Background: an optimization exercise with open tools, aiming at a short achievable clock period and few clock cycles. Do not read the settings as production practice.
For this run, only the layout was checked, not whether the RTL still works.
Power is estimated from default activity; no workload was simulated.

### design/flow/constraint.sdc
create_clock -name core_clock -period 5.0 [get_ports {clk}]
set_input_delay 1.0000 -clock core_clock [delete_from_list [all_inputs] [get_ports {clk}]]
set_output_delay 1.0000 -clock core_clock [all_outputs]
set_load 0.01 [all_outputs]
### design/flow/design.v
module wh8_core (
    input  wire       clk,
    input  wire       rst,
    input  wire       disp_valid,
    output wire       disp_ready,
    input  wire [1:0] disp_seg,
    input  wire [7:0] disp_pc,
    input  wire [7:0] disp_acc,
    input  wire [7:0] disp_x,
    input  wire [7:0] disp_y,
    input  wire       disp_z,
    input  wire [7:0] disp_ir,
    input  wire [7:0] disp_quantum,
    output wire       mem_req,
    output wire       mem_we,
    output wire [9:0] mem_addr,
    output wire [7:0] mem_wdata,
    input  wire       mem_ack,
    input  wire [7:0] mem_rdata,
    output wire       ret_valid,
    output wire       done_valid,
    output wire [2:0] done_cause,
    output wire [7:0] r_pc,
    output wire [7:0] r_acc,
    output wire [7:0] r_x,
    output wire [7:0] r_y,
    output wire       r_z,
    output wire [7:0] r_ir,
    output reg        con_valid,
    output reg  [7:0] con_data
);
    localparam [7:0] OP_BRK   = 8'h00;
    localparam [7:0] OP_ADC   = 8'h6D;
    localparam [7:0] OP_STA   = 8'h8D;
    localparam [7:0] OP_LDY_I = 8'hA0;
    localparam [7:0] OP_LDX_I = 8'hA2;
    localparam [7:0] OP_LDA_I = 8'hA9;
    localparam [7:0] OP_LDY_A = 8'hAC;
    localparam [7:0] OP_LDA_A = 8'hAD;
    localparam [7:0] OP_LDX_A = 8'hAE;
    localparam [7:0] OP_BNE   = 8'hD0;
    localparam [7:0] OP_NOP   = 8'hEA;
    localparam [7:0] OP_CPX   = 8'hEC;
    localparam [7:0] OP_INC   = 8'hEE;
    localparam [7:0] OP_SYS   = 8'hFF;
    localparam [2:0] C_QUANTUM = 3'd0;
    localparam [2:0] C_BRK     = 3'd1;
    localparam [2:0] C_ILLEGAL = 3'd3;
    localparam [2:0] C_OPSEG   = 3'd5;
    localparam [2:0] C_SYSARG  = 3'd6;
    localparam [2:0] C_STRSEG  = 3'd7;
    function [3:0] dec_first(input [7:0] v);
        begin
            dec_first[0] = (v == 8'd1) | (v == 8'd3) | (v == 8'd5) | (v == 8'd7) | (v == 8'd9) | (v == 8'd10) | (v == 8'd11) | (v == 8'd12) | (v == 8'd13) | (v == 8'd14) | (v == 8'd15) | (v == 8'd16) | (v == 8'd17) | (v == 8'd18) | (v == 8'd19) | (v == 8'd30) | (v == 8'd31) | (v == 8'd32) | (v == 8'd33) | (v == 8'd34) | (v == 8'd35) | (v == 8'd36) | (v == 8'd37) | (v == 8'd38) | (v == 8'd39) | (v == 8'd50) | (v == 8'd51) | (v == 8'd52) | (v == 8'd53) | (v == 8'd54) | (v == 8'd55) | (v == 8'd56) | (v == 8'd57) | (v == 8'd58) | (v == 8'd59) | (v == 8'd70) | (v == 8'd71) | (v == 8'd72) | (v == 8'd73) | (v == 8'd74) | (v == 8'd75) | (v == 8'd76) | (v == 8'd77) | (v == 8'd78) | (v == 8'd79) | (v == 8'd90) | (v == 8'd91) | (v == 8'd92) | (v == 8'd93) | (v == 8'd94) | (v == 8'd95) | (v == 8'd96) | (v == 8'd97) | (v == 8'd98) | (v == 8'd99) | (v == 8'd100) | (v == 8'd101) | (v == 8'd102) | (v == 8'd103) | (v == 8'd104) | (v == 8'd105) | (v == 8'd106) | (v == 8'd107) | (v == 8'd108) | (v == 8'd109) | (v == 8'd110) | (v == 8'd111) | (v == 8'd112) | (v == 8'd113) | (v == 8'd114) | (v == 8'd115) | (v == 8'd116) | (v == 8'd117) | (v == 8'd118) | (v == 8'd119) | (v == 8'd120) | (v == 8'd121) | (v == 8'd122) | (v == 8'd123) | (v == 8'd124) | (v == 8'd125) | (v == 8'd126) | (v == 8'd127) | (v == 8'd128) | (v == 8'd129) | (v == 8'd130) | (v == 8'd131) | (v == 8'd132) | (v == 8'd133) | (v == 8'd134) | (v == 8'd135) | (v == 8'd136) | (v == 8'd137) | (v == 8'd138) | (v == 8'd139) | (v == 8'd140) | (v == 8'd141) | (v == 8'd142) | (v == 8'd143) | (v == 8'd144) | (v == 8'd145) | (v == 8'd146) | (v == 8'd147) | (v == 8'd148) | (v == 8'd149) | (v == 8'd150) | (v == 8'd151) | (v == 8'd152) | (v == 8'd153) | (v == 8'd154) | (v == 8'd155) | (v == 8'd156) | (v == 8'd157) | (v == 8'd158) | (v == 8'd159) | (v == 8'd160) | (v == 8'd161) | (v == 8'd162) | (v == 8'd163) | (v == 8'd164) | (v == 8'd165) | (v == 8'd166) | (v == 8'd167) | (v == 8'd168) | (v == 8'd169) | (v == 8'd170) | (v == 8'd171) | (v == 8'd172) | (v == 8'd173) | (v == 8'd174) | (v == 8'd175) | (v == 8'd176) | (v == 8'd177) | (v == 8'd178) | (v == 8'd179) | (v == 8'd180) | (v == 8'd181) | (v == 8'd182) | (v == 8'd183) | (v == 8'd184) | (v == 8'd185) | (v == 8'd186) | (v == 8'd187) | (v == 8'd188) | (v == 8'd189) | (v == 8'd190) | (v == 8'd191) | (v == 8'd192) | (v == 8'd193) | (v == 8'd194) | (v == 8'd195) | (v == 8'd196) | (v == 8'd197) | (v == 8'd198) | (v == 8'd199);
            dec_first[1] = (v == 8'd2) | (v == 8'd3) | (v == 8'd6) | (v == 8'd7) | (v == 8'd20) | (v == 8'd21) | (v == 8'd22) | (v == 8'd23) | (v == 8'd24) | (v == 8'd25) | (v == 8'd26) | (v == 8'd27) | (v == 8'd28) | (v == 8'd29) | (v == 8'd30) | (v == 8'd31) | (v == 8'd32) | (v == 8'd33) | (v == 8'd34) | (v == 8'd35) | (v == 8'd36) | (v == 8'd37) | (v == 8'd38) | (v == 8'd39) | (v == 8'd60) | (v == 8'd61) | (v == 8'd62) | (v == 8'd63) | (v == 8'd64) | (v == 8'd65) | (v == 8'd66) | (v == 8'd67) | (v == 8'd68) | (v == 8'd69) | (v == 8'd70) | (v == 8'd71) | (v == 8'd72) | (v == 8'd73) | (v == 8'd74) | (v == 8'd75) | (v == 8'd76) | (v == 8'd77) | (v == 8'd78) | (v == 8'd79) | (v == 8'd200) | (v == 8'd201) | (v == 8'd202) | (v == 8'd203) | (v == 8'd204) | (v == 8'd205) | (v == 8'd206) | (v == 8'd207) | (v == 8'd208) | (v == 8'd209) | (v == 8'd210) | (v == 8'd211) | (v == 8'd212) | (v == 8'd213) | (v == 8'd214) | (v == 8'd215) | (v == 8'd216) | (v == 8'd217) | (v == 8'd218) | (v == 8'd219) | (v == 8'd220) | (v == 8'd221) | (v == 8'd222) | (v == 8'd223) | (v == 8'd224) | (v == 8'd225) | (v == 8'd226) | (v == 8'd227) | (v == 8'd228) | (v == 8'd229) | (v == 8'd230) | (v == 8'd231) | (v == 8'd232) | (v == 8'd233) | (v == 8'd234) | (v == 8'd235) | (v == 8'd236) | (v == 8'd237) | (v == 8'd238) | (v == 8'd239) | (v == 8'd240) | (v == 8'd241) | (v == 8'd242) | (v == 8'd243) | (v == 8'd244) | (v == 8'd245) | (v == 8'd246) | (v == 8'd247) | (v == 8'd248) | (v == 8'd249) | (v == 8'd250) | (v == 8'd251) | (v == 8'd252) | (v == 8'd253) | (v == 8'd254) | (v == 8'd255);
            dec_first[2] = (v == 8'd4) | (v == 8'd5) | (v == 8'd6) | (v == 8'd7) | (v == 8'd40) | (v == 8'd41) | (v == 8'd42) | (v == 8'd43) | (v == 8'd44) | (v == 8'd45) | (v == 8'd46) | (v == 8'd47) | (v == 8'd48) | (v == 8'd49) | (v == 8'd50) | (v == 8'd51) | (v == 8'd52) | (v == 8'd53) | (v == 8'd54) | (v == 8'd55) | (v == 8'd56) | (v == 8'd57) | (v == 8'd58) | (v == 8'd59) | (v == 8'd60) | (v == 8'd61) | (v == 8'd62) | (v == 8'd63) | (v == 8'd64) | (v == 8'd65) | (v == 8'd66) | (v == 8'd67) | (v == 8'd68) | (v == 8'd69) | (v == 8'd70) | (v == 8'd71) | (v == 8'd72) | (v == 8'd73) | (v == 8'd74) | (v == 8'd75) | (v == 8'd76) | (v == 8'd77) | (v == 8'd78) | (v == 8'd79);
            dec_first[3] = (v == 8'd8) | (v == 8'd9) | (v == 8'd80) | (v == 8'd81) | (v == 8'd82) | (v == 8'd83) | (v == 8'd84) | (v == 8'd85) | (v == 8'd86) | (v == 8'd87) | (v == 8'd88) | (v == 8'd89) | (v == 8'd90) | (v == 8'd91) | (v == 8'd92) | (v == 8'd93) | (v == 8'd94) | (v == 8'd95) | (v == 8'd96) | (v == 8'd97) | (v == 8'd98) | (v == 8'd99);
        end
    endfunction
    function [3:0] dec_second(input [7:0] v);
        begin
            dec_second[0] = (v == 8'd11) | (v == 8'd13) | (v == 8'd15) | (v == 8'd17) | (v == 8'd19) | (v == 8'd21) | (v == 8'd23) | (v == 8'd25) | (v == 8'd27) | (v == 8'd29) | (v == 8'd31) | (v == 8'd33) | (v == 8'd35) | (v == 8'd37) | (v == 8'd39) | (v == 8'd41) | (v == 8'd43) | (v == 8'd45) | (v == 8'd47) | (v == 8'd49) | (v == 8'd51) | (v == 8'd53) | (v == 8'd55) | (v == 8'd57) | (v == 8'd59) | (v == 8'd61) | (v == 8'd63) | (v == 8'd65) | (v == 8'd67) | (v == 8'd69) | (v == 8'd71) | (v == 8'd73) | (v == 8'd75) | (v == 8'd77) | (v == 8'd79) | (v == 8'd81) | (v == 8'd83) | (v == 8'd85) | (v == 8'd87) | (v == 8'd89) | (v == 8'd91) | (v == 8'd93) | (v == 8'd95) | (v == 8'd97) | (v == 8'd99) | (v == 8'd110) | (v == 8'd111) | (v == 8'd112) | (v == 8'd113) | (v == 8'd114) | (v == 8'd115) | (v == 8'd116) | (v == 8'd117) | (v == 8'd118) | (v == 8'd119) | (v == 8'd130) | (v == 8'd131) | (v == 8'd132) | (v == 8'd133) | (v == 8'd134) | (v == 8'd135) | (v == 8'd136) | (v == 8'd137) | (v == 8'd138) | (v == 8'd139) | (v == 8'd150) | (v == 8'd151) | (v == 8'd152) | (v == 8'd153) | (v == 8'd154) | (v == 8'd155) | (v == 8'd156) | (v == 8'd157) | (v == 8'd158) | (v == 8'd159) | (v == 8'd170) | (v == 8'd171) | (v == 8'd172) | (v == 8'd173) | (v == 8'd174) | (v == 8'd175) | (v == 8'd176) | (v == 8'd177) | (v == 8'd178) | (v == 8'd179) | (v == 8'd190) | (v == 8'd191) | (v == 8'd192) | (v == 8'd193) | (v == 8'd194) | (v == 8'd195) | (v == 8'd196) | (v == 8'd197) | (v == 8'd198) | (v == 8'd199) | (v == 8'd210) | (v == 8'd211) | (v == 8'd212) | (v == 8'd213) | (v == 8'd214) | (v == 8'd215) | (v == 8'd216) | (v == 8'd217) | (v == 8'd218) | (v == 8'd219) | (v == 8'd230) | (v == 8'd231) | (v == 8'd232) | (v == 8'd233) | (v == 8'd234) | (v == 8'd235) | (v == 8'd236) | (v == 8'd237) | (v == 8'd238) | (v == 8'd239) | (v == 8'd250) | (v == 8'd251) | (v == 8'd252) | (v == 8'd253) | (v == 8'd254) | (v == 8'd255);
            dec_second[1] = (v == 8'd12) | (v == 8'd13) | (v == 8'd16) | (v == 8'd17) | (v == 8'd22) | (v == 8'd23) | (v == 8'd26) | (v == 8'd27) | (v == 8'd32) | (v == 8'd33) | (v == 8'd36) | (v == 8'd37) | (v == 8'd42) | (v == 8'd43) | (v == 8'd46) | (v == 8'd47) | (v == 8'd52) | (v == 8'd53) | (v == 8'd56) | (v == 8'd57) | (v == 8'd62) | (v == 8'd63) | (v == 8'd66) | (v == 8'd67) | (v == 8'd72) | (v == 8'd73) | (v == 8'd76) | (v == 8'd77) | (v == 8'd82) | (v == 8'd83) | (v == 8'd86) | (v == 8'd87) | (v == 8'd92) | (v == 8'd93) | (v == 8'd96) | (v == 8'd97) | (v == 8'd120) | (v == 8'd121) | (v == 8'd122) | (v == 8'd123) | (v == 8'd124) | (v == 8'd125) | (v == 8'd126) | (v == 8'd127) | (v == 8'd128) | (v == 8'd129) | (v == 8'd130) | (v == 8'd131) | (v == 8'd132) | (v == 8'd133) | (v == 8'd134) | (v == 8'd135) | (v == 8'd136) | (v == 8'd137) | (v == 8'd138) | (v == 8'd139) | (v == 8'd160) | (v == 8'd161) | (v == 8'd162) | (v == 8'd163) | (v == 8'd164) | (v == 8'd165) | (v == 8'd166) | (v == 8'd167) | (v == 8'd168) | (v == 8'd169) | (v == 8'd170) | (v == 8'd171) | (v == 8'd172) | (v == 8'd173) | (v == 8'd174) | (v == 8'd175) | (v == 8'd176) | (v == 8'd177) | (v == 8'd178) | (v == 8'd179) | (v == 8'd220) | (v == 8'd221) | (v == 8'd222) | (v == 8'd223) | (v == 8'd224) | (v == 8'd225) | (v == 8'd226) | (v == 8'd227) | (v == 8'd228) | (v == 8'd229) | (v == 8'd230) | (v == 8'd231) | (v == 8'd232) | (v == 8'd233) | (v == 8'd234) | (v == 8'd235) | (v == 8'd236) | (v == 8'd237) | (v == 8'd238) | (v == 8'd239);
            dec_second[2] = (v == 8'd14) | (v == 8'd15) | (v == 8'd16) | (v == 8'd17) | (v == 8'd24) | (v == 8'd25) | (v == 8'd26) | (v == 8'd27) | (v == 8'd34) | (v == 8'd35) | (v == 8'd36) | (v == 8'd37) | (v == 8'd44) | (v == 8'd45) | (v == 8'd46) | (v == 8'd47) | (v == 8'd54) | (v == 8'd55) | (v == 8'd56) | (v == 8'd57) | (v == 8'd64) | (v == 8'd65) | (v == 8'd66) | (v == 8'd67) | (v == 8'd74) | (v == 8'd75) | (v == 8'd76) | (v == 8'd77) | (v == 8'd84) | (v == 8'd85) | (v == 8'd86) | (v == 8'd87) | (v == 8'd94) | (v == 8'd95) | (v == 8'd96) | (v == 8'd97) | (v == 8'd140) | (v == 8'd141) | (v == 8'd142) | (v == 8'd143) | (v == 8'd144) | (v == 8'd145) | (v == 8'd146) | (v == 8'd147) | (v == 8'd148) | (v == 8'd149) | (v == 8'd150) | (v == 8'd151) | (v == 8'd152) | (v == 8'd153) | (v == 8'd154) | (v == 8'd155) | (v == 8'd156) | (v == 8'd157) | (v == 8'd158) | (v == 8'd159) | (v == 8'd160) | (v == 8'd161) | (v == 8'd162) | (v == 8'd163) | (v == 8'd164) | (v == 8'd165) | (v == 8'd166) | (v == 8'd167) | (v == 8'd168) | (v == 8'd169) | (v == 8'd170) | (v == 8'd171) | (v == 8'd172) | (v == 8'd173) | (v == 8'd174) | (v == 8'd175) | (v == 8'd176) | (v == 8'd177) | (v == 8'd178) | (v == 8'd179) | (v == 8'd240) | (v == 8'd241) | (v == 8'd242) | (v == 8'd243) | (v == 8'd244) | (v == 8'd245) | (v == 8'd246) | (v == 8'd247) | (v == 8'd248) | (v == 8'd249) | (v == 8'd250) | (v == 8'd251) | (v == 8'd252) | (v == 8'd253) | (v == 8'd254) | (v == 8'd255);
            dec_second[3] = (v == 8'd18) | (v == 8'd19) | (v == 8'd28) | (v == 8'd29) | (v == 8'd38) | (v == 8'd39) | (v == 8'd48) | (v == 8'd49) | (v == 8'd58) | (v == 8'd59) | (v == 8'd68) | (v == 8'd69) | (v == 8'd78) | (v == 8'd79) | (v == 8'd88) | (v == 8'd89) | (v == 8'd98) | (v == 8'd99) | (v == 8'd180) | (v == 8'd181) | (v == 8'd182) | (v == 8'd183) | (v == 8'd184) | (v == 8'd185) | (v == 8'd186) | (v == 8'd187) | (v == 8'd188) | (v == 8'd189) | (v == 8'd190) | (v == 8'd191) | (v == 8'd192) | (v == 8'd193) | (v == 8'd194) | (v == 8'd195) | (v == 8'd196) | (v == 8'd197) | (v == 8'd198) | (v == 8'd199);
        end
    endfunction
    function [3:0] dec_third(input [7:0] v);
        begin
            dec_third[0] = (v == 8'd101) | (v == 8'd103) | (v == 8'd105) | (v == 8'd107) | (v == 8'd109) | (v == 8'd111) | (v == 8'd113) | (v == 8'd115) | (v == 8'd117) | (v == 8'd119) | (v == 8'd121) | (v == 8'd123) | (v == 8'd125) | (v == 8'd127) | (v == 8'd129) | (v == 8'd131) | (v == 8'd133) | (v == 8'd135) | (v == 8'd137) | (v == 8'd139) | (v == 8'd141) | (v == 8'd143) | (v == 8'd145) | (v == 8'd147) | (v == 8'd149) | (v == 8'd151) | (v == 8'd153) | (v == 8'd155) | (v == 8'd157) | (v == 8'd159) | (v == 8'd161) | (v == 8'd163) | (v == 8'd165) | (v == 8'd167) | (v == 8'd169) | (v == 8'd171) | (v == 8'd173) | (v == 8'd175) | (v == 8'd177) | (v == 8'd179) | (v == 8'd181) | (v == 8'd183) | (v == 8'd185) | (v == 8'd187) | (v == 8'd189) | (v == 8'd191) | (v == 8'd193) | (v == 8'd195) | (v == 8'd197) | (v == 8'd199) | (v == 8'd201) | (v == 8'd203) | (v == 8'd205) | (v == 8'd207) | (v == 8'd209) | (v == 8'd211) | (v == 8'd213) | (v == 8'd215) | (v == 8'd217) | (v == 8'd219) | (v == 8'd221) | (v == 8'd223) | (v == 8'd225) | (v == 8'd227) | (v == 8'd229) | (v == 8'd231) | (v == 8'd233) | (v == 8'd235) | (v == 8'd237) | (v == 8'd239) | (v == 8'd241) | (v == 8'd243) | (v == 8'd245) | (v == 8'd247) | (v == 8'd249) | (v == 8'd251) | (v == 8'd253) | (v == 8'd255);
            dec_third[1] = (v == 8'd102) | (v == 8'd103) | (v == 8'd106) | (v == 8'd107) | (v == 8'd112) | (v == 8'd113) | (v == 8'd116) | (v == 8'd117) | (v == 8'd122) | (v == 8'd123) | (v == 8'd126) | (v == 8'd127) | (v == 8'd132) | (v == 8'd133) | (v == 8'd136) | (v == 8'd137) | (v == 8'd142) | (v == 8'd143) | (v == 8'd146) | (v == 8'd147) | (v == 8'd152) | (v == 8'd153) | (v == 8'd156) | (v == 8'd157) | (v == 8'd162) | (v == 8'd163) | (v == 8'd166) | (v == 8'd167) | (v == 8'd172) | (v == 8'd173) | (v == 8'd176) | (v == 8'd177) | (v == 8'd182) | (v == 8'd183) | (v == 8'd186) | (v == 8'd187) | (v == 8'd192) | (v == 8'd193) | (v == 8'd196) | (v == 8'd197) | (v == 8'd202) | (v == 8'd203) | (v == 8'd206) | (v == 8'd207) | (v == 8'd212) | (v == 8'd213) | (v == 8'd216) | (v == 8'd217) | (v == 8'd222) | (v == 8'd223) | (v == 8'd226) | (v == 8'd227) | (v == 8'd232) | (v == 8'd233) | (v == 8'd236) | (v == 8'd237) | (v == 8'd242) | (v == 8'd243) | (v == 8'd246) | (v == 8'd247) | (v == 8'd252) | (v == 8'd253);
            dec_third[2] = (v == 8'd104) | (v == 8'd105) | (v == 8'd106) | (v == 8'd107) | (v == 8'd114) | (v == 8'd115) | (v == 8'd116) | (v == 8'd117) | (v == 8'd124) | (v == 8'd125) | (v == 8'd126) | (v == 8'd127) | (v == 8'd134) | (v == 8'd135) | (v == 8'd136) | (v == 8'd137) | (v == 8'd144) | (v == 8'd145) | (v == 8'd146) | (v == 8'd147) | (v == 8'd154) | (v == 8'd155) | (v == 8'd156) | (v == 8'd157) | (v == 8'd164) | (v == 8'd165) | (v == 8'd166) | (v == 8'd167) | (v == 8'd174) | (v == 8'd175) | (v == 8'd176) | (v == 8'd177) | (v == 8'd184) | (v == 8'd185) | (v == 8'd186) | (v == 8'd187) | (v == 8'd194) | (v == 8'd195) | (v == 8'd196) | (v == 8'd197) | (v == 8'd204) | (v == 8'd205) | (v == 8'd206) | (v == 8'd207) | (v == 8'd214) | (v == 8'd215) | (v == 8'd216) | (v == 8'd217) | (v == 8'd224) | (v == 8'd225) | (v == 8'd226) | (v == 8'd227) | (v == 8'd234) | (v == 8'd235) | (v == 8'd236) | (v == 8'd237) | (v == 8'd244) | (v == 8'd245) | (v == 8'd246) | (v == 8'd247) | (v == 8'd254) | (v == 8'd255);
            dec_third[3] = (v == 8'd108) | (v == 8'd109) | (v == 8'd118) | (v == 8'd119) | (v == 8'd128) | (v == 8'd129) | (v == 8'd138) | (v == 8'd139) | (v == 8'd148) | (v == 8'd149) | (v == 8'd158) | (v == 8'd159) | (v == 8'd168) | (v == 8'd169) | (v == 8'd178) | (v == 8'd179) | (v == 8'd188) | (v == 8'd189) | (v == 8'd198) | (v == 8'd199) | (v == 8'd208) | (v == 8'd209) | (v == 8'd218) | (v == 8'd219) | (v == 8'd228) | (v == 8'd229) | (v == 8'd238) | (v == 8'd239) | (v == 8'd248) | (v == 8'd249);
        end
    endfunction
    reg st_idle;    
    reg st_f;       
    reg st_a1;      
    reg st_a2;      
    reg st_d;       
    reg st_w;       
    reg st_s1;      
    reg st_s2;      
    reg st_fz;      
    reg [7:0] pc, acc, x, y, ir;
    reg       z;
    reg [1:0] seg;
    reg [7:0] qleft;      
    reg       qinf;       
    reg [7:0] addr;
    reg [7:0] addr1;      
    reg       req_r, we_r;
    reg [7:0] wdata_r;
    reg       i_two;      
    reg       i_bne, i_ldai, i_ldxi, i_ldyi;
    reg       i_lda, i_ldx, i_ldy, i_adc, i_cpx, i_sta, i_inc;
    reg [7:0] lo;
    reg       s1_two;     
    reg [7:0] ch2, ch3;
    reg       ret_r, done_r, rdy_r;
    reg [2:0] cause_r;
    assign mem_req    = req_r;
    assign mem_we     = we_r;
    assign mem_addr   = {seg, addr};
    assign mem_wdata  = wdata_r;
    assign disp_ready = rdy_r;
    assign ret_valid  = ret_r;
    assign done_valid = done_r;
    assign done_cause = cause_r;
    assign r_pc  = pc;
    assign r_acc = acc;
    assign r_x   = x;
    assign r_y   = y;
    assign r_z   = z;
    assign r_ir  = ir;
    wire [7:0] rd  = mem_rdata;
    wire       ack = mem_ack;
    wire d_brk  = (rd == OP_BRK);
    wire d_nop  = (rd == OP_NOP);
    wire d_sys  = (rd == OP_SYS);
    wire d_bne  = (rd == OP_BNE);
    wire d_ldai = (rd == OP_LDA_I);
    wire d_ldxi = (rd == OP_LDX_I);
    wire d_ldyi = (rd == OP_LDY_I);
    wire d_lda  = (rd == OP_LDA_A);
    wire d_ldx  = (rd == OP_LDX_A);
    wire d_ldy  = (rd == OP_LDY_A);
    wire d_adc  = (rd == OP_ADC);
    wire d_cpx  = (rd == OP_CPX);
    wire d_sta  = (rd == OP_STA);
    wire d_inc  = (rd == OP_INC);
    wire d_one  = d_bne | d_ldai | d_ldxi | d_ldyi;
    wire d_two  = d_lda | d_ldx | d_ldy | d_adc | d_cpx | d_sta | d_inc;
    wire d_args = d_one | d_two;
    wire rd_nz  = |rd;
    wire x1      = (x == 8'd1);
    wire x2      = (x == 8'd2);
    wire y_ge10  = (y >= 8'd10);
    wire y_ge100 = (y >= 8'd100);
    wire sys_now = x1 & ~y_ge10;           
    wire sys_s1  = x1 & y_ge10;
    wire sys_ok  = x1 | x2;
    wire a_ff    = (addr == 8'hFF);
    wire [7:0] addr2 = addr1 + 8'd1;
    wire       taken = i_bne & ~z;
    wire qlast   = ~qinf & (ret_r ? (qleft == 8'd2) : (qleft == 8'd1));
    wire f_go    = st_f & ack;
    wire ret_f   = f_go & (d_nop | (d_sys & sys_now));
    wire ret_oth = (st_a1 & ack & ~i_two) | (st_d & ack & ~i_inc) | (st_w & ack) |
                   (st_s1 & ~s1_two) | (st_s2 & ack & ~rd_nz);
    wire retire  = ret_f | ret_oth;
    wire flt_f   = f_go & ~(d_args | d_nop | (d_sys & sys_ok));
    wire flt_a2  = st_a2 & ack & rd_nz;
    wire flt_s2  = st_s2 & ack & rd_nz & a_ff;
    wire fault   = flt_f | flt_a2 | flt_s2;
    wire [2:0] fcause = st_a2 ? C_OPSEG : st_s2 ? C_STRSEG :
                        d_brk ? C_BRK : d_sys ? C_SYSARG : C_ILLEGAL;
    wire stop_q  = retire & qlast;
    wire stop    = fault | stop_q;
    wire start   = st_idle & disp_valid;
    wire n_f  = (st_f & ~ack) | ret_f | ret_oth;
    wire n_a1 = (st_a1 & ~ack) | (f_go & d_args);
    wire n_a2 = (st_a2 & ~ack) | (st_a1 & ack & i_two);
    wire n_d  = (st_d & ~ack) | (st_a2 & ack);
    wire n_w  = (st_w & ~ack) | (st_d & ack & i_inc);
    wire n_s1 = (st_s1 & s1_two) | (f_go & d_sys & sys_s1);
    wire n_s2 = (st_s2 & ~(ack & (~rd_nz | a_ff))) | (f_go & d_sys & x2);
    always @(posedge clk) begin
        if (rst) begin
            st_idle <= 1'b1;
            st_f    <= 1'b0;
            st_a1   <= 1'b0;
            st_a2   <= 1'b0;
            st_d    <= 1'b0;
            st_w    <= 1'b0;
            st_s1   <= 1'b0;
            st_s2   <= 1'b0;
            st_fz   <= 1'b0;
            req_r   <= 1'b0;
            we_r    <= 1'b0;
            ret_r   <= 1'b0;
            done_r  <= 1'b0;
            rdy_r   <= 1'b1;
            con_valid <= 1'b0;
        end else begin
            ret_r     <= retire;
            done_r    <= stop_q | st_fz;
            con_valid <= (f_go & d_sys & x1) | st_s1 | (st_s2 & ack & rd_nz & ~a_ff);
            st_idle   <= (st_idle & ~disp_valid) | stop_q | st_fz;
            rdy_r     <= (st_idle & ~disp_valid) | stop_q | st_fz;
            req_r     <= start | (req_r & ~stop_q & ~st_fz);
            st_fz     <= fault;
            st_f      <= start | (n_f & ~stop);
            st_a1     <= n_a1 & ~stop;
            st_a2     <= n_a2 & ~stop;
            st_d      <= n_d & ~stop;
            st_w      <= n_w & ~stop;
            st_s1     <= n_s1 & ~stop;
            st_s2     <= n_s2 & ~stop;
            we_r      <= (st_a2 & ack & i_sta & ~rd_nz) | (st_d & ~ack & we_r) |
                         (st_d & ack & i_inc) | (st_w & ~ack);
        end
    end
    always @(posedge clk) begin
        if (~st_fz) cause_r <= fault ? fcause : C_QUANTUM;
        if (start) begin
            qleft <= disp_quantum;
            qinf  <= (disp_quantum == 8'd0);
        end else if (ret_r) begin
            qleft <= qleft - 8'd1;
        end
        if (start) seg <= disp_seg;
        if (start | st_fz | st_f | st_a1 | st_a2)
            pc <= start ? disp_pc : st_fz ? 8'd0 : (st_a1 & taken) ? addr1 + rd : addr1;
        if (start | st_fz | st_f)
            ir <= start ? disp_ir : st_fz ? 8'd0 : rd;
        if (start | st_fz | (st_a1 & i_ldai) | (st_d & i_lda) | (st_d & i_adc & ack))
            acc <= start ? disp_acc : st_fz ? 8'd0 : (st_d & i_adc) ? acc + rd : rd;
        if (start | st_fz | (st_a1 & i_ldxi) | (st_d & i_ldx))
            x <= start ? disp_x : st_fz ? 8'd0 : rd;
        if (start | st_fz | (st_a1 & i_ldyi) | (st_d & i_ldy))
            y <= start ? disp_y : st_fz ? 8'd0 : rd;
        if (start | st_fz | (st_d & i_cpx))
            z <= start ? disp_z : st_fz ? 1'b0 : (rd == x);
        if (start) begin
            addr  <= disp_pc;
            addr1 <= disp_pc + 8'd1;
        end else if (ack & (st_f | st_a1 | st_a2 | st_w | st_s2 | (st_d & ~i_inc))) begin
            addr  <= st_f  ? ((d_sys & x2) ? y : addr1) :
                     st_a1 ? (taken ? addr1 + rd : addr1) :
                     st_a2 ? lo :
                     st_s2 ? (rd_nz ? addr1 : pc) : pc;
            addr1 <= st_f  ? ((d_sys & x2) ? y + 8'd1 : addr2) :
                     st_a1 ? (taken ? addr2 + rd : addr2) :
                     st_a2 ? lo + 8'd1 :
                     st_s2 ? (rd_nz ? addr2 : pc + 8'd1) : pc + 8'd1;
        end
        if (st_f) begin
            i_two  <= d_two;
            i_bne  <= d_bne;
            i_ldai <= d_ldai;
            i_ldxi <= d_ldxi;
            i_ldyi <= d_ldyi;
            i_lda  <= d_lda;
            i_ldx  <= d_ldx;
            i_ldy  <= d_ldy;
            i_adc  <= d_adc;
            i_cpx  <= d_cpx;
            i_sta  <= d_sta;
            i_inc  <= d_inc;
        end
        if (st_a1) lo <= rd;
        if (st_a2 | (st_d & i_inc))
            wdata_r <= st_a2 ? acc : rd + 8'd1;
        if (st_f | st_s1 | st_s2)
            con_data <= st_f ? {4'h3, dec_first(y)} : st_s1 ? ch2 : rd;
        if (st_f | st_s1)
            ch2 <= st_f ? {4'h3, dec_second(y)} : ch3;
        if (st_f)
            ch3 <= {4'h3, dec_third(y)};
        if (st_f | st_s1)
            s1_two <= st_f & y_ge100;
    end
endmodule
### design/flow/run.sh
#!/bin/bash
# synth_recipe.tcl (not shown) runs the flow's synth.tcl, then flattens the netlist and writes it again
# the make line also repeats each setting of config.mk as NAME=value (left out here)
make -C /OpenROAD-flow-scripts/flow DESIGN_CONFIG=/design/flow/config.mk WORK_HOME=/design/flow/orfs CLKGATE_MAP_FILE= SYNTH_SCRIPT=/design/flow/synth_recipe.tcl finish
### design/flow/config.mk
export PLATFORM = sky130hd
export DESIGN_NAME = wh8_core
export DESIGN_NICKNAME = wh8_core
export VERILOG_FILES = /design/flow/design.v
export SDC_FILE = /design/flow/constraint.sdc
export NUM_CORES = 4
export LEC_CHECK = 0
export ABC_CLOCK_PERIOD_IN_PS = 1500
export CAP_MARGIN = 20
export CORE_MARGIN = 2
export CORE_UTILIZATION = 40
export SETUP_SLACK_MARGIN = 3.0
export SLEW_MARGIN = 20
==> run summary <==
## critical path: cells and delay by family (launching register included)
kind                     cells  cell delay, ns
AND/OR/NAND/NOR              3            1.07
AO/OA/AOI/OAI                2            0.33
adder cells (fa/ha/maj)      1            0.17
buffers and inverters        3            0.36
flip-flops                   1            0.54
## report_power, final
part	internal, mW	total [mW]	leakage (nW)	switching, mW
combinational	0.761	1.64	4.42	0.883
clock	0.782	1.31	0.278	0.525
sequential	1.29	1.35	1.24	0.0644
total	2.83	4.30	5.95	1.47
## cell families (layout without fill, tap and decap cells)
logic type      Yosys count  count (layout)  share of synthesized area
xor+xnor                 60              60                    0.05263
compound gates          369             369                     0.2508
buf+inv                 129             448                    0.04921
flops                   130             130                     0.3673
mux                      18              18                    0.01807
simple gates            435             436                     0.2111
fa+ha+maj                40              40                    0.05080
## placed cells by master (no fill, tap or decap), types with 18 or more instances in the layout
cell type,synthesis,routed
ha_4,0,22
o21ai_1,4,18
a21oi_1,60,42
buf_12,0,19
edfxtp_1,116,116
buf_4,1,152
xnor2_1,35,26
buf_2,1,59
nor3_1,30,25
o21ai_0,92,61
nand3_1,50,39
nand2_1,138,125
clkdlybuf4s50_1,0,52
inv_1,34,25
a21oi_2,3,19
nor2_1,93,77
xor2_1,24,20
buf_6,2,83
## stage by stage
stage / setup WS [ns] / std cells / utilization
after floorplan: 2.092 / 1181 / -
after global placement: 0.8689 / 1594 / 0.4919
after detailed placement: 0.8561 / 1594 / 0.4919
after CTS: 2.263 / 1798 / 0.5966
after global routing: 2.223 / 1831 / 0.6264
final: 2.245 / 1831 / 0.6264
## worst min-delay path by stage
stage	start	end	slack, ns	cells after the start
finish	req_r	req_r	0.48	2
global route	req_r	req_r	0.51	2
CTS	req_r	req_r	0.49	2
detailed placement	req_r	req_r	0.48	2
global placement	req_r	req_r	0.47	2
floorplan	st_w	st_w	0.48	2
## area by class of cell
type,count,share of cell area
multi-input combinational,923,0.4664
timing repair buffer,379,0.2189
sequential,130,0.2391
clock inverter,13,0.01015
clock buffer,18,0.02721
inverter,38,0.01214
tap,330,0.02618
## repair_timing
| action | CTS | global route |
|---|---|---|
| pin swaps | 105 | 77 |
| hold buffers | 0 | 0 |
| endpoints found under the setup margin | 258 | 147 |
| buffers inserted | 170 | 33 |
| resized for setup | 551 | 107 |
| cloned | 3 | 0 |
## metal layers
layer	global-route usage	vias to the layer above	share of wire
met1	0.4657	5673	0.41
met3	0.08258	132	0.12
met5	0	-	0.00033
li1	-	5099	-
met2	0.4937	771	0.43
met4	0.1156	2	0.037
==> results.cfg <==
[run_status]
status = timing/DRC/antenna clean

[sta]
whs_ns = 0.4843
rsz0062_at_grt = true
setup_viol = 0
fmax_mhz = 363.0
fin_crit_sh = 0.5509
fin_crit_ns = 2.755
slew-limit-headroom = 0.3648
final_max_slew_viol_count = 0
hold_viol_final = 0
skew_ns = 0.01187
tns_ns = 0
worst_slew_pin_slew_ns = 0.9508

[clock_network]
cts.sinks = 130
htree_levels = 4
cts_tree = done
cts-root-buf = clkbuf_16
clkTransAtPathRegs_ns = 0.07
insertion_delay_ns = 0.43
cts_buffers = 17
cts_buffer_depth = 2

[logic_synthesis]
synthArstFlopShare = 0
synth_top_area_share = 0.3400
yosys.cell_types.count = 91
synth_ff_type = edfxtp_1
yosysMostFrequentCell = nand2_1
synth-seq-area-share = 0.3673
synth_top_area_cell = edfxtp_1
yosys_warnings = 1
synth_nets = 1283
syn-instance-count = 1181
avgSynthCellArea_um2 = 8.676
synthTopCellsByCount = 138 x nand2_1, 116 x edfxtp_1, 93 x nor2_1, 92 x o21ai_0, 71 x clkbuf_1
synth_edf_count = 116
syn_area_um2 = 10250
synthTopCellsByArea = edfxtp_1 34%, nand2_1 5.1%, o21ai_0 4.5%
ys_ff_latch = 130

[grt]
grt.total_usage = 0.3308
grt_max_degree = 50
grt_pass1_vias = 11070
grt_pass1_wl_um = 67220
antenna_found_initial = 1
grt-ovfl-total = 0

[power_and_ir_drop]
ir_drop_v = 0.0002052
power_mw = 4.304
p_leak_nw = 5.946
cellPowerDensity_nw_per_um2 = 272.9

[finish]
nFillCells = 2079
antenna_cells = 0
area_growth_pct = 53.94
fin_area_um2 = 15770
drive_above_1_share = 0.3877
nets = 1591
seq_area_um2 = 3771
multi_input_area_um2 = 7356

[setup_path]
crit_slowest_cell = or4_4
path_class = reg -> reg
crit_path_start = y[0]
rr_worst_depth = 9
rrSetupSlack_ns = 2.25
required_ns = 5.15
reg2reg_to = ch3[2]
slowest_delay_ns = 0.59
worstReg2RegStart = y[0]
cp-endpoint = ch3[2]
critPathLaunchType = flop
critPathMaxFanout = 4
end_kind = flop
crit_path_cell_trace = buf_6, inv_6, ha_4, or4_4, a32oi_2, buf_4, o31ai_4, nor4_4, nand4_1
cp.arrival_ns = 2.91

[placement]
dp.final_hpwl_um = 29350
dpl_cell_area_um2 = 12390
gp_congestion = 1.018
port_buffers = 138

[floorplanning]
core_region_area_um2 = 25180
num_rows = 58
dieArea_um2 = 26910
die_x_um = 164.0
ios = 139
fp.dieH_um = 164.0
start_util = 0.4069

[route]
via_count = 11680
viasPerCell = 6.377
antenna_left = 0
wirelength_um = 45180
drc = 0
wl_per_cell_um = 24.67
drt_iter0_markers = 1273
firstDrtPassIters = 8

[hold_path]
hold_path.class = reg -> reg

[job]
cap_violations = 0

## port drivers added, routing unchanged
How much do the figures lean on ideal ports? The routed layout below was timed once more, with nothing changed but the port constraints. Step 1, drivers: a clkbuf_16 drives clk and a buf_2 each remaining input, both assumed. Step 2 also shifts input and output timing later by t, the mid clock arrival at the registers, as if the neighbouring blocks saw the same clock. Slacks: ideal ports / drivers / drivers and shift; pairs: ideal ports / drivers.
t, ns: 0.475
slack for setup (ns): 2.245 / 2.245 / 1.770
worst setup path after step 2: input to register
clock arrival spread, ns: 0.012 / 0.012
After both steps setup and hold are still met in this run. For this run, drivers alone change the setup slack by 0.000 ns; drivers and shift together by -0.475 ns.
